What follows belongs to an exercise in optimizing a design on an open flow for small area, a short achievable clock period and few clock cycles per item; a production flow would make more cautious choices. Where RTL was checked, it was by simulation tests only, not by an equivalence proof against the original. Power is estimated from default activity; no workload was simulated.

build 86:
==> flow/design.v (excerpt) <==
module dither_brush_builder (
    input  wire        clk,
    input  wire        rst_n,
    input  wire        cmd_valid,
    output wire        cmd_ready,
    input  wire [63:0] cmd_word,
    input  wire [3:0]  rsel,
    output reg  [31:0] rdata,
    output wire        fb_valid,
    input  wire        fb_ready,
    output wire [31:0] fb_offset,
    output wire [2:0]  fb_bit,
    output wire [3:0]  fb_pixel
);
    function [3:0] bayer(input [1:0] row, input [1:0] col);
        bayer = {col[0] ^ row[0], row[0], col[1] ^ row[1], row[1]};
    endfunction
    function ge_thr(input [3:0] l, input [3:0] b);
        reg g;
        integer i;
        begin
            g = &l & &b;
            for (i = 0; i < 4; i = i + 1)
                g = b[i] ? (l[i] & g) : (l[i] | g);
            ge_thr = g;
        end
    endfunction
    function ge11(input [10:0] a, input [10:0] b);
        reg g;
        integer i;
        begin
            g = 1'b1;
            for (i = 0; i < 11; i = i + 1)
                g = (a[i] & ~b[i]) | ((a[i] | ~b[i]) & g);
            ge11 = g;
        end
    endfunction
    function [31:0] rom(input [3:0] l);
        integer k;
  ...
export LEC_CHECK = 0
export CAP_MARGIN = 20
export CORE_MARGIN = 2
export CORE_UTILIZATION = 55
export CTS_BUF_LIST = sky130_fd_sc_hd__clkbuf_8
export SLEW_MARGIN = 20
create_clock -name core_clock -period 27.0 [get_ports {clk}]
run.sh (not shown) runs the stock make flow with config.mk's settings and CLKGATE_MAP_FILE= SYNTH_SCRIPT=/design/flow/synth_recipe.tcl, a recipe that flattens the netlist after the stock synthesis.
Build 86 finished end to end and its layout was clean on timing, DRC and antenna.
Testbench counts of build 86, summed over its fixed seeds: cycles 24,016, items 12,000.
### build 86 -> build 77
# build 86
export LEC_CHECK = 0
export CAP_MARGIN = 20
export CORE_MARGIN = 2
export CORE_UTILIZATION = 55
export CTS_BUF_LIST = sky130_fd_sc_hd__clkbuf_8
export SLEW_MARGIN = 20
create_clock -name core_clock -period 27.0 [get_ports {clk}]
# build 77
export LEC_CHECK = 0
export CAP_MARGIN = 20
export CORE_MARGIN = 2
export CORE_UTILIZATION = 55
export SLEW_MARGIN = 20
create_clock -name core_clock -period 27.0 [get_ports {clk}]
==> flow/flow/run.sh (new file) <==
#!/bin/bash
# Standard ORFS layout (the standard.sh, unchanged synthesis), with the
# port buffers inserted as buf_1 cells instead of the default delay buffers
# and timing repair aimed at a setup margin.
set -euo pipefail
bash standard.sh \
    "BUFFER_PORTS_ARGS=-buffer_cell sky130_fd_sc_hd__buf_1" \
    SETUP_SLACK_MARGIN=14 \
    finish > standard_flow.log 2>&1
==> flow/standard.sh (new file) <==
#!/bin/bash
# synth_recipe.tcl (not shown) runs the flow's synth.tcl, then flattens the netlist and writes it again
# the make line also repeats each setting of config.mk as NAME=value (left out here)
make -C /OpenROAD-flow-scripts/flow DESIGN_CONFIG=/design/flow/config.mk WORK_HOME=/design/flow/orfs CLKGATE_MAP_FILE= SYNTH_SCRIPT=/design/flow/synth_recipe.tcl "${@:-finish}"
removed: flow/run.sh
==> notes.md <==
- Between build 86 and build 77, total wirelength of the detailed-routed design is higher for build 77, build 86 comes in under that.
- Build 86 → build 77: worst-case clock buffer depth barely changed, shortest period the worst path allows dropped 1.62 ns.
- Worst hold slack on build 77 is behind build 86.
- Side by side, sum of buffers and inverters on the critical path turned out lower in build 77 than in build 86.
- Total power (build 86 / build 77): 0.882
- Comparing build 86 and build 77, the higher post-place setup slack is on build 77.
- Compared with build 86, final design instance area without fill in build 77 decreased slightly.
--- input diff build 77..build 14 ---
# build 77
export LEC_CHECK = 0
export CAP_MARGIN = 20
export CORE_MARGIN = 2
export CORE_UTILIZATION = 55
export SLEW_MARGIN = 20
create_clock -name core_clock -period 27.0 [get_ports {clk}]
# build 14
export LEC_CHECK = 0
export CAP_MARGIN = 20
export CORE_MARGIN = 2
export CORE_UTILIZATION = 55
export CTS_BUF_LIST = sky130_fd_sc_hd__clkbuf_8
export SLEW_MARGIN = 20
create_clock -name core_clock -period 27.0 [get_ports {clk}]
## What came out
Build 14 vs. build 77: maximum frequency from static timing analysis saw an increase, count of placed standard cells in the final layout, fillers left out saw a decrease.
For power, dividing the value from build 77 by the value from build 14 gives 1.06.
Setup changes, build 14 to build 89
# build 14
export LEC_CHECK = 0
export CAP_MARGIN = 20
export CORE_MARGIN = 2
export CORE_UTILIZATION = 55
export CTS_BUF_LIST = sky130_fd_sc_hd__clkbuf_8
export SLEW_MARGIN = 20
create_clock -name core_clock -period 27.0 [get_ports {clk}]
# build 89
export LEC_CHECK = 0
export CAP_MARGIN = 20
export CORE_MARGIN = 2
export CORE_UTILIZATION = 48
export CTS_BUF_LIST = sky130_fd_sc_hd__clkbuf_8
export SLEW_MARGIN = 20
create_clock -name core_clock -period 27.0 [get_ports {clk}]
Notes after the runs:
Timing, DRC, antenna: 0 failures across build 14 and build 89
Final area: build 89 vs build 14 up about 2%
Overall via count from detail_route: build 89 worse than build 14
Build 89 vs build 14: share of post-route cells with drive strength above 1 up in build 89
Taking build 14 as the reference, in build 89 worst path required time now sits higher, global routing met2 resource utilization now sits lower, power now sits higher, met3 capacity usage during global routing now sits higher, core utilization now sits lower.
Per the comparison of build 89 with build 14, met1 routed wirelength after detailed routing up about 9%, pre-CTS setup slack moved down, die area rose about 14%.


Another version of the RTL of dither_brush_builder (not shown whole).
Size in the first run: roughly 1,000 cells after synthesis, ~97 flip-flops, roughly 150 I/O pins.
// dither_brush_builder
module dither_brush_builder (
    input  wire        clk,
    input  wire        rst_n,
    input  wire        cmd_valid,
    output wire        cmd_ready,
    input  wire [63:0] cmd_word,
    input  wire [3:0]  rsel,
    output reg  [31:0] rdata,
    output wire        fb_valid,
    input  wire        fb_ready,
    output wire [31:0] fb_offset,
    output wire [2:0]  fb_bit,
    output wire [3:0]  fb_pixel
);
Settings: LEC_CHECK=0, CAP_MARGIN=20, CORE_MARGIN=2, CORE_UTILIZATION=55, SLEW_MARGIN=20; clock period 27.0 ns.
standard.sh (not shown) runs the stock make flow with config.mk's settings and CLKGATE_MAP_FILE= SYNTH_SCRIPT=/design/flow/synth_recipe.tcl, a recipe that flattens the netlist after the stock synthesis.
==> flow/flow/run.sh <==
#!/bin/bash
# Standard ORFS layout (the standard.sh, unchanged synthesis), with the
# port buffers inserted as buf_1 cells instead of the default delay buffers
# and timing repair aimed at a setup margin.
set -euo pipefail
bash standard.sh \
    "BUFFER_PORTS_ARGS=-buffer_cell sky130_fd_sc_hd__buf_1" \
    SETUP_SLACK_MARGIN=14.6 \
    finish > standard_flow.log 2>&1
Rerun with:
--- a/flow/flow/run.sh
+++ b/flow/flow/run.sh
@@ -6,4 +6,4 @@
 bash standard.sh \
     "BUFFER_PORTS_ARGS=-buffer_cell sky130_fd_sc_hd__buf_1" \
-    SETUP_SLACK_MARGIN=14.6 \
+    SETUP_SLACK_MARGIN=14 \
     finish > standard_flow.log 2>&1
What happened: The changed run finished clean. Maximum frequency went down by about 4%. Worst hold slack gets worse by 0.0062 ns. Cell area went down by 5.9%.
No functional check of the RTL was part of any run of this note.


Another version of the RTL of dither_brush_builder (not shown whole).
Size in the first run: about 1000 cells after synthesis, about 97 flip-flops, ~150 I/O pins.
Settings: LEC_CHECK=0, CAP_MARGIN=20, CORE_MARGIN=2, CORE_UTILIZATION=62, SLEW_MARGIN=20; clock period 27.0 ns.
==> flow/flow/run.sh <==
#!/bin/bash
# Standard ORFS layout (the standard.sh, unchanged synthesis), with the
# port buffers inserted as buf_1 cells instead of the default delay buffers
# and timing repair aimed at a setup margin.
set -euo pipefail
bash standard.sh \
    "BUFFER_PORTS_ARGS=-buffer_cell sky130_fd_sc_hd__buf_1" \
    SETUP_SLACK_MARGIN=14 \
    finish > standard_flow.log 2>&1
Testbench counts at the start, summed over its fixed seeds: cycles 24,016, items 12,000.
Edit:
- CORE_UTILIZATION: 62 -> 55
Area after synthesis stays the same.
Sequential cell count is unchanged.
Combinational power drops by about 3%.
Clock-buffer cell count went up by 1.
Routed wire length is lower by 1.2%.
Final area goes down by 0.62%.
Via count decreases by about 3.5%.
Worst hold slack is better by 0.012 ns.
Worst setup slack improved by 0.023 ns.
Edit:
- CTS_BUF_LIST: unset -> sky130_fd_sc_hd__clkbuf_8
Result: Worst setup slack gains 0.0052 ns. Critical path depth stays the same. Power decreases by 4.5%. Via count drops by 0.32%. Global-route usage barely changes. Clock-buffer cell count went down by 1.


The RTL this note starts from:
==> flow/design.v <==
module dither_brush_builder (
    input  wire        clk,
    input  wire        rst_n,
    input  wire        cmd_valid,
    output wire        cmd_ready,
    input  wire [63:0] cmd_word,
    input  wire [3:0]  rsel,
    output reg  [31:0] rdata,
    output wire        fb_valid,
    input  wire        fb_ready,
    output wire [31:0] fb_offset,
    output wire [2:0]  fb_bit,
    output wire [3:0]  fb_pixel
);
    function [3:0] bayer(input [1:0] row, input [1:0] col);
        bayer = {col[0] ^ row[0], row[0], col[1] ^ row[1], row[1]};
    endfunction
    function ge_thr(input [3:0] l, input [3:0] b);
        reg g;
        integer i;
        begin
            g = &l & &b;
            for (i = 0; i < 4; i = i + 1)
                g = b[i] ? (l[i] & g) : (l[i] | g);
            ge_thr = g;
        end
    endfunction
    function ge11(input [10:0] a, input [10:0] b);
        reg g;
        integer i;
        begin
            g = 1'b1;
            for (i = 0; i < 11; i = i + 1)
                g = (a[i] & ~b[i]) | ((a[i] | ~b[i]) & g);
            ge11 = g;
        end
    endfunction
    function [31:0] rom(input [3:0] l);
        integer k;
        reg [4:0] kk;
        begin
            for (k = 0; k < 32; k = k + 1) begin
                kk = k;
                rom[k] = ge_thr(l, bayer(kk[4:3], kk[1:0]));
            end
        end
    endfunction
    function [9:0] dstep(input [8:0] r, input [8:0] d);
        reg [9:0] t, df;
        reg bw, dj;
        integer j;
        begin
            t  = {r, 1'b0};
            bw = 1'b0;
            for (j = 0; j < 10; j = j + 1) begin
                dj    = (j < 9) ? d[j] : 1'b0;
                df[j] = t[j] ^ dj ^ bw;
                bw    = (~t[j] & dj) | (~(t[j] ^ dj) & bw);
            end
            dstep = {!bw, bw ? t[8:0] : df[8:0]};
        end
    endfunction
    function [9:0] fstep(input [8:0] r, input [8:0] d);
        reg [9:0] t;
        reg [10:0] bw;      
        reg q;
        integer j;
        begin
            t = {r, 1'b0};
            bw[0] = 1'b0;
            for (j = 0; j < 10; j = j + 1)
                bw[j+1] = (~t[j] & (j < 9 ? d[j] : 1'b0)) |
                          ((~t[j] | (j < 9 ? d[j] : 1'b0)) & bw[j]);
            q = !bw[10];
            for (j = 0; j < 9; j = j + 1)
                fstep[j] = t[j] ^ (q & (d[j] ^ bw[j]));
            fstep[9] = q;
        end
    endfunction
    function [10:0] div2(input [8:0] r, input [8:0] d);
        reg [9:0] s1, s2;
        begin
            s1 = dstep(r, d);
            s2 = fstep(s1[8:0], d);
            div2 = {s1[9], s2[9], s2[8:0]};
        end
    endfunction
    reg        ready_q, fbv_q, exec_q;
    reg        bvalid_q, high_q, pvalid_q, rvalid_q;
    reg [1:0]  ecode_q;           
    reg [2:0]  lastop_q;
    reg [3:0]  lb_q, lg_q, lr_q;  
    reg [3:0]  ls_q;              
    reg [3:0]  bidx_q, pix_q, rlvl_q;
    reg [22:0] off_q;
    reg [2:0]  bit_q;
    reg [1:0]  ty_q;
    reg [8:0]  d_q;
    reg [1:0]  qhb_q, qhg_q, qhr_q;
    reg [8:0]  rmb_q, rmg_q, rmr_q;
    assign cmd_ready = ready_q;
    assign fb_valid  = fbv_q;
    wire [2:0]  op  = cmd_word[2:0];
    wire [7:0]  cb  = cmd_word[15:8];
    wire [7:0]  cg  = cmd_word[23:16];
    wire [7:0]  cr  = cmd_word[31:24];
    wire [15:0] cx  = cmd_word[47:32];
    wire [15:0] cy  = cmd_word[63:48];
    wire illegal  = op[2] & (op[1] | op[0]);
    wire rsv_nz   = |cmd_word[7:3];
    wire no_brush = (op == 3'd3) & !bvalid_q;
    wire [1:0] ecode = illegal ? 2'd1 : rsv_nz ? 2'd2 : no_brush ? 2'd3 : 2'd0;
    wire ok = !illegal & !rsv_nz & !no_brush;
    wire accept = cmd_valid & ready_q;
    wire is_build = ok & !op[2] & !(op[1] & op[0]);    
    wire is_plot  = ok & !op[2] & (op[1] ^ op[0]);     
    wire is_pix   = ok & !op[2] & (op[1] | op[0]);     
    wire is_romrd = ok & op[2];
    wire gt_rg = !ge11({3'd0, cg}, {3'd0, cr});
    wire gt_rb = !ge11({3'd0, cb}, {3'd0, cr});
    wire gt_gb = !ge11({3'd0, cb}, {3'd0, cg});
    wire [7:0] v = (gt_rg & gt_rb) ? cr : (!gt_rg & gt_gb) ? cg : cb;
    wire       high = cr[7] | cg[7] | cb[7];
    wire [8:0] den = high ? {1'b0, v} + 9'd8 : 9'd128;
    wire [3:0] base = high ? {1'b1, cr[7], cg[7], cb[7]} : {1'b0, cr[6], cg[6], cb[6]};
    wire near = (|cr[7:5]) & (|cg[7:5]) & (|cb[7:5]);
    wire [3:0] nbidx = (!high && base == 4'd0 && near) ? 4'h8 : base;
    function [18:0] off_hi(input [15:0] y, input [8:0] xh);
        reg [18:0] a, b, e, s, cc;
        reg c;
        integer i;
        begin
            a  = {3'b0, y};
            b  = {1'b0, y, 2'b0};
            e  = {10'b0, xh};
            s  = a ^ b ^ e;
            cc = ((a & b) | (a & e) | (b & e)) << 1;
            c  = 1'b0;
            for (i = 0; i < 19; i = i + 1) begin
                off_hi[i] = s[i] ^ cc[i] ^ c;
                c = (s[i] & cc[i]) | (s[i] & c) | (cc[i] & c);
            end
        end
    endfunction
    wire [22:0] noff = {off_hi(cy, cx[15:7]), cx[6:3]};
    wire [8:0]  du  = exec_q ? d_q   : den;
    wire [10:0] ub  = div2(exec_q ? rmb_q : {1'b0, cb}, du);
    wire [10:0] ug  = div2(exec_q ? rmg_q : {1'b0, cg}, du);
    wire [10:0] ur  = div2(exec_q ? rmr_q : {1'b0, cr}, du);
    wire [3:0] nlb = {qhb_q, ub[10:9]};
    wire [3:0] nlg = {qhg_q, ug[10:9]};
    wire [3:0] nlr = {qhr_q, ur[10:9]};
    wire [3:0] bn = bayer(ty_q, bit_q[1:0]);
    wire [3:0] tt = (bn == 4'd15) ? 4'd15 : bn + 4'd1;
    reg [9:0] d3;
    reg       c3;
    integer   k3;
    always @(*) begin
        d3[0] = d_q[0];
        c3 = 1'b0;
        for (k3 = 1; k3 < 10; k3 = k3 + 1) begin
            d3[k3] = (k3 < 9 ? d_q[k3] : 1'b0) ^ d_q[k3-1] ^ c3;
            c3 = ((k3 < 9 ? d_q[k3] : 1'b0) & d_q[k3-1]) | (((k3 < 9 ? d_q[k3] : 1'b0) | d_q[k3-1]) & c3);
        end
    end
    wire [10:0] tm = (tt[1:0] == 2'd1) ? {2'b0, d_q} :
                     (tt[1:0] == 2'd2) ? {1'b0, d_q, 1'b0} : {1'b0, d3};
    function fast_ge(input [1:0] qh, input [8:0] rm);
        reg lo;
        begin
            lo = (tt[1:0] == 2'd0) | ge11({rm, 2'b00}, tm);
            fast_ge = (qh > tt[3:2]) | ((qh == tt[3:2]) & lo);
        end
    endfunction
    wire [3:0] plot_pix = {!ge_thr(~ls_q, bn), fast_ge(qhr_q, rmr_q),
                           fast_ge(qhg_q, rmg_q), fast_ge(qhb_q, rmb_q)};
    wire [3:0] samp_pix = {!ge_thr(~ls_q, bn), ge_thr(lr_q, bn), ge_thr(lg_q, bn), ge_thr(lb_q, bn)};
    wire [3:0] pix_new = !lastop_q[1] ? plot_pix : !lastop_q[0] ? bidx_q : samp_pix;
    wire exec_ok = exec_q & (ecode_q == 2'd0);
    wire lvl_en  = exec_ok & !lastop_q[2] & !(lastop_q[1] & lastop_q[0]);
    wire pix_en  = exec_ok & !lastop_q[2] & (lastop_q[1] | lastop_q[0]);
    assign fb_offset = {9'd0, off_q};
    assign fb_bit    = bit_q;
    assign fb_pixel  = exec_q ? pix_new : pix_q;
    always @(posedge clk or negedge rst_n) begin
        if (!rst_n) begin
            ready_q  <= 1'b0;
            fbv_q    <= 1'b0;
            bvalid_q <= 1'b0;
            high_q   <= 1'b0;
            pvalid_q <= 1'b0;
            rvalid_q <= 1'b0;
            ecode_q  <= 2'd0;
            lastop_q <= 3'd0;
        end else if (ready_q) begin
            if (cmd_valid) begin
                ready_q  <= 1'b0;
                fbv_q    <= is_plot;
                lastop_q <= op;
                ecode_q  <= ecode;
                if (is_build) begin
                    bvalid_q <= 1'b1;
                    high_q   <= high;
                end
                if (is_pix)
                    pvalid_q <= 1'b1;
                if (is_romrd)
                    rvalid_q <= 1'b1;
            end
        end else if (fbv_q) begin
            if (fb_ready) begin
                fbv_q   <= 1'b0;
                ready_q <= 1'b1;
            end
        end else begin
            ready_q <= 1'b1;
        end
    end
    always @(posedge clk) begin
        exec_q <= accept;
        d_q   <= den;
        qhb_q <= ub[10:9];
        qhg_q <= ug[10:9];
        qhr_q <= ur[10:9];
        rmb_q <= ub[8:0];
        rmg_q <= ug[8:0];
        rmr_q <= ur[8:0];
        ty_q  <= cy[1:0];
        if (accept && is_build) begin
            ls_q   <= high ? v[6:3] : 4'd0;
            bidx_q <= nbidx;
        end
        if (accept && is_romrd)
            rlvl_q <= cmd_word[11:8];
        if (ready_q) begin
            off_q <= noff;
            bit_q <= cx[2:0];
        end
        if (lvl_en) begin
            lb_q <= nlb;
            lg_q <= nlg;
            lr_q <= nlr;
        end
        if (pix_en)
            pix_q <= pix_new;
    end
    wire [31:0] status = {21'd0, rvalid_q, pvalid_q, lastop_q, 1'b0, ecode_q,
                          (ecode_q != 2'd0), high_q, bvalid_q};
    wire [7:0] sel = {8{!rsel[3]}} & (8'd1 << rsel[2:0]);
    always @(*) begin
        rdata = ({32{sel[0]}} & status)
              | ({32{sel[1]}} & rom(lb_q))
              | ({32{sel[2]}} & rom(lg_q))
              | ({32{sel[3]}} & rom(lr_q))
              | ({32{sel[4]}} & ~rom(~ls_q))
              | ({32{sel[5]}} & {28'd0, bidx_q})
              | ({32{sel[6]}} & {28'd0, pix_q})
              | ({32{sel[7]}} & rom(rlvl_q));
    end
endmodule
==> flow/config.mk <==
export PLATFORM = sky130hd
export DESIGN_NAME = dither_brush_builder
export DESIGN_NICKNAME = dither_brush_builder
export VERILOG_FILES = /design/flow/design.v
export SDC_FILE = /design/flow/constraint.sdc
export NUM_CORES = 4
export LEC_CHECK = 0
export CAP_MARGIN = 20
export CORE_MARGIN = 2
export CORE_UTILIZATION = 55
export SLEW_MARGIN = 20
==> flow/constraint.sdc <==
create_clock -name core_clock -period 27.0 [get_ports {clk}]
set_input_delay 5.4000 -clock core_clock [delete_from_list [all_inputs] [get_ports {clk}]]
set_output_delay 5.4000 -clock core_clock [all_outputs]
set_load 0.01 [all_outputs]
==> flow/flow/run.sh <==
#!/bin/bash
# Standard ORFS layout (the standard.sh, unchanged synthesis), with the
# port buffers inserted as buf_1 cells instead of the default delay buffers
# and timing repair aimed at a setup margin.
set -euo pipefail
bash standard.sh \
    "BUFFER_PORTS_ARGS=-buffer_cell sky130_fd_sc_hd__buf_1" \
    SETUP_SLACK_MARGIN=14.4 \
    finish > standard_flow.log 2>&1
Next try:
--- a/flow/flow/run.sh
+++ b/flow/flow/run.sh
@@ -7,3 +7,3 @@
     "BUFFER_PORTS_ARGS=-buffer_cell sky130_fd_sc_hd__buf_1" \
-    SETUP_SLACK_MARGIN=14.4 \
+    SETUP_SLACK_MARGIN=14 \
     finish > standard_flow.log 2>&1
After rerunning:
- The new run finished clean
- non-clock buffer count went down by 10
- final cell count is lower by 0.70%
- sequential power barely changes
- worst setup slack got worse by 0.33 ns
- wire length decreases by 3.5%
- clock-buffer cell count stays the same
- area after synthesis stays the same
- cell area went down by 3.4%
- synthesized cell count is unchanged
- first-iteration DRC count fell by 20%
- sequential cell count is unchanged
Next try:
==> flow/flow/run.sh (replaced) <==
#!/bin/bash
# Standard ORFS layout (the standard.sh, unchanged synthesis), with the
# port buffers inserted as buf_2 cells instead of the default delay buffers
# and timing repair aimed at a setup margin.
set -euo pipefail
bash standard.sh \
    "BUFFER_PORTS_ARGS=-buffer_cell sky130_fd_sc_hd__buf_2" \
    SETUP_SLACK_MARGIN=14 \
    finish > standard_flow.log 2>&1
Via count shrinks by 0.46%.
Cell count fell by 0.71%.
Sequential power stays flat.
Combinational power barely changes.
Flip-flop and latch count is unchanged.
Die area is unchanged.
Design area is higher by 1.0%.
Synthesized cell count stays the same.
Register-to-register slack gets worse by 0.04 ns.
Clock power went down by about 3%.
No run of this note included a check of the RTL's function; only the layout flow was run.

re-timing with driven ports:
In the flow no input, the clock included, has a driving cell. The finished layouts below were timed again as built, in two steps. Step 1, drivers: a clkbuf_16 drives clk and a buf_2 each remaining input, both assumed. Step 2 moves the port delays by t, midway between the first and last clock arrival at a register: inputs arrive t later, outputs are due t later. That takes back most of the time a late clock gives input paths. a / b / c = no drivers / after step 1 / after step 2; a / b = the first two.
run	t, ns	slack for setup (ns)	worst setup path at the end	worst register clock-pin slew, ns	worst slew at a driven data input, ns
build 86	0.423	12.500 / 12.509 / 12.086	input to register	0.10 / 0.10	0.06
build 77	0.399	14.115 / 14.141 / 13.742	input to register	0.07 / 0.07	0.05
build 14	0.413	14.171 / 14.143 / 13.795	input to register	0.10 / 0.10	0.05
build 89	0.439	14.143 / 14.146 / 13.727	input to register	0.11 / 0.11	0.06
the first run of note 2	0.400	14.683 / 14.655 / 14.314	input to register	0.08 / 0.08	0.06
the second run of note 2	0.399	14.152 / 14.129 / 13.803	input to register	0.08 / 0.08	0.06
the first run of note 3	0.400	14.076 / 14.052 / 13.850	input to register	0.07 / 0.07	0.05
the second run of note 3	0.399	14.099 / 14.067 / 13.953	input to register	0.07 / 0.07	0.05
the third run of note 3	0.429	14.104 / 14.073 / 13.977	input to register	0.11 / 0.11	0.05
the first run of note 4	0.414	14.474 / 14.452 / 14.151	input to register	0.08 / 0.08	0.06
the second run of note 4	0.409	14.148 / 14.122 / 13.881	input to register	0.09 / 0.09	0.05
the third run of note 4	0.407	14.195 / 14.170 / 13.818	input to register	0.08 / 0.08	0.06
After both steps setup and hold are still met in every run listed. For build 89, which loses most, drivers alone change the setup slack by +0.003 ns; drivers and shift together by -0.416 ns.
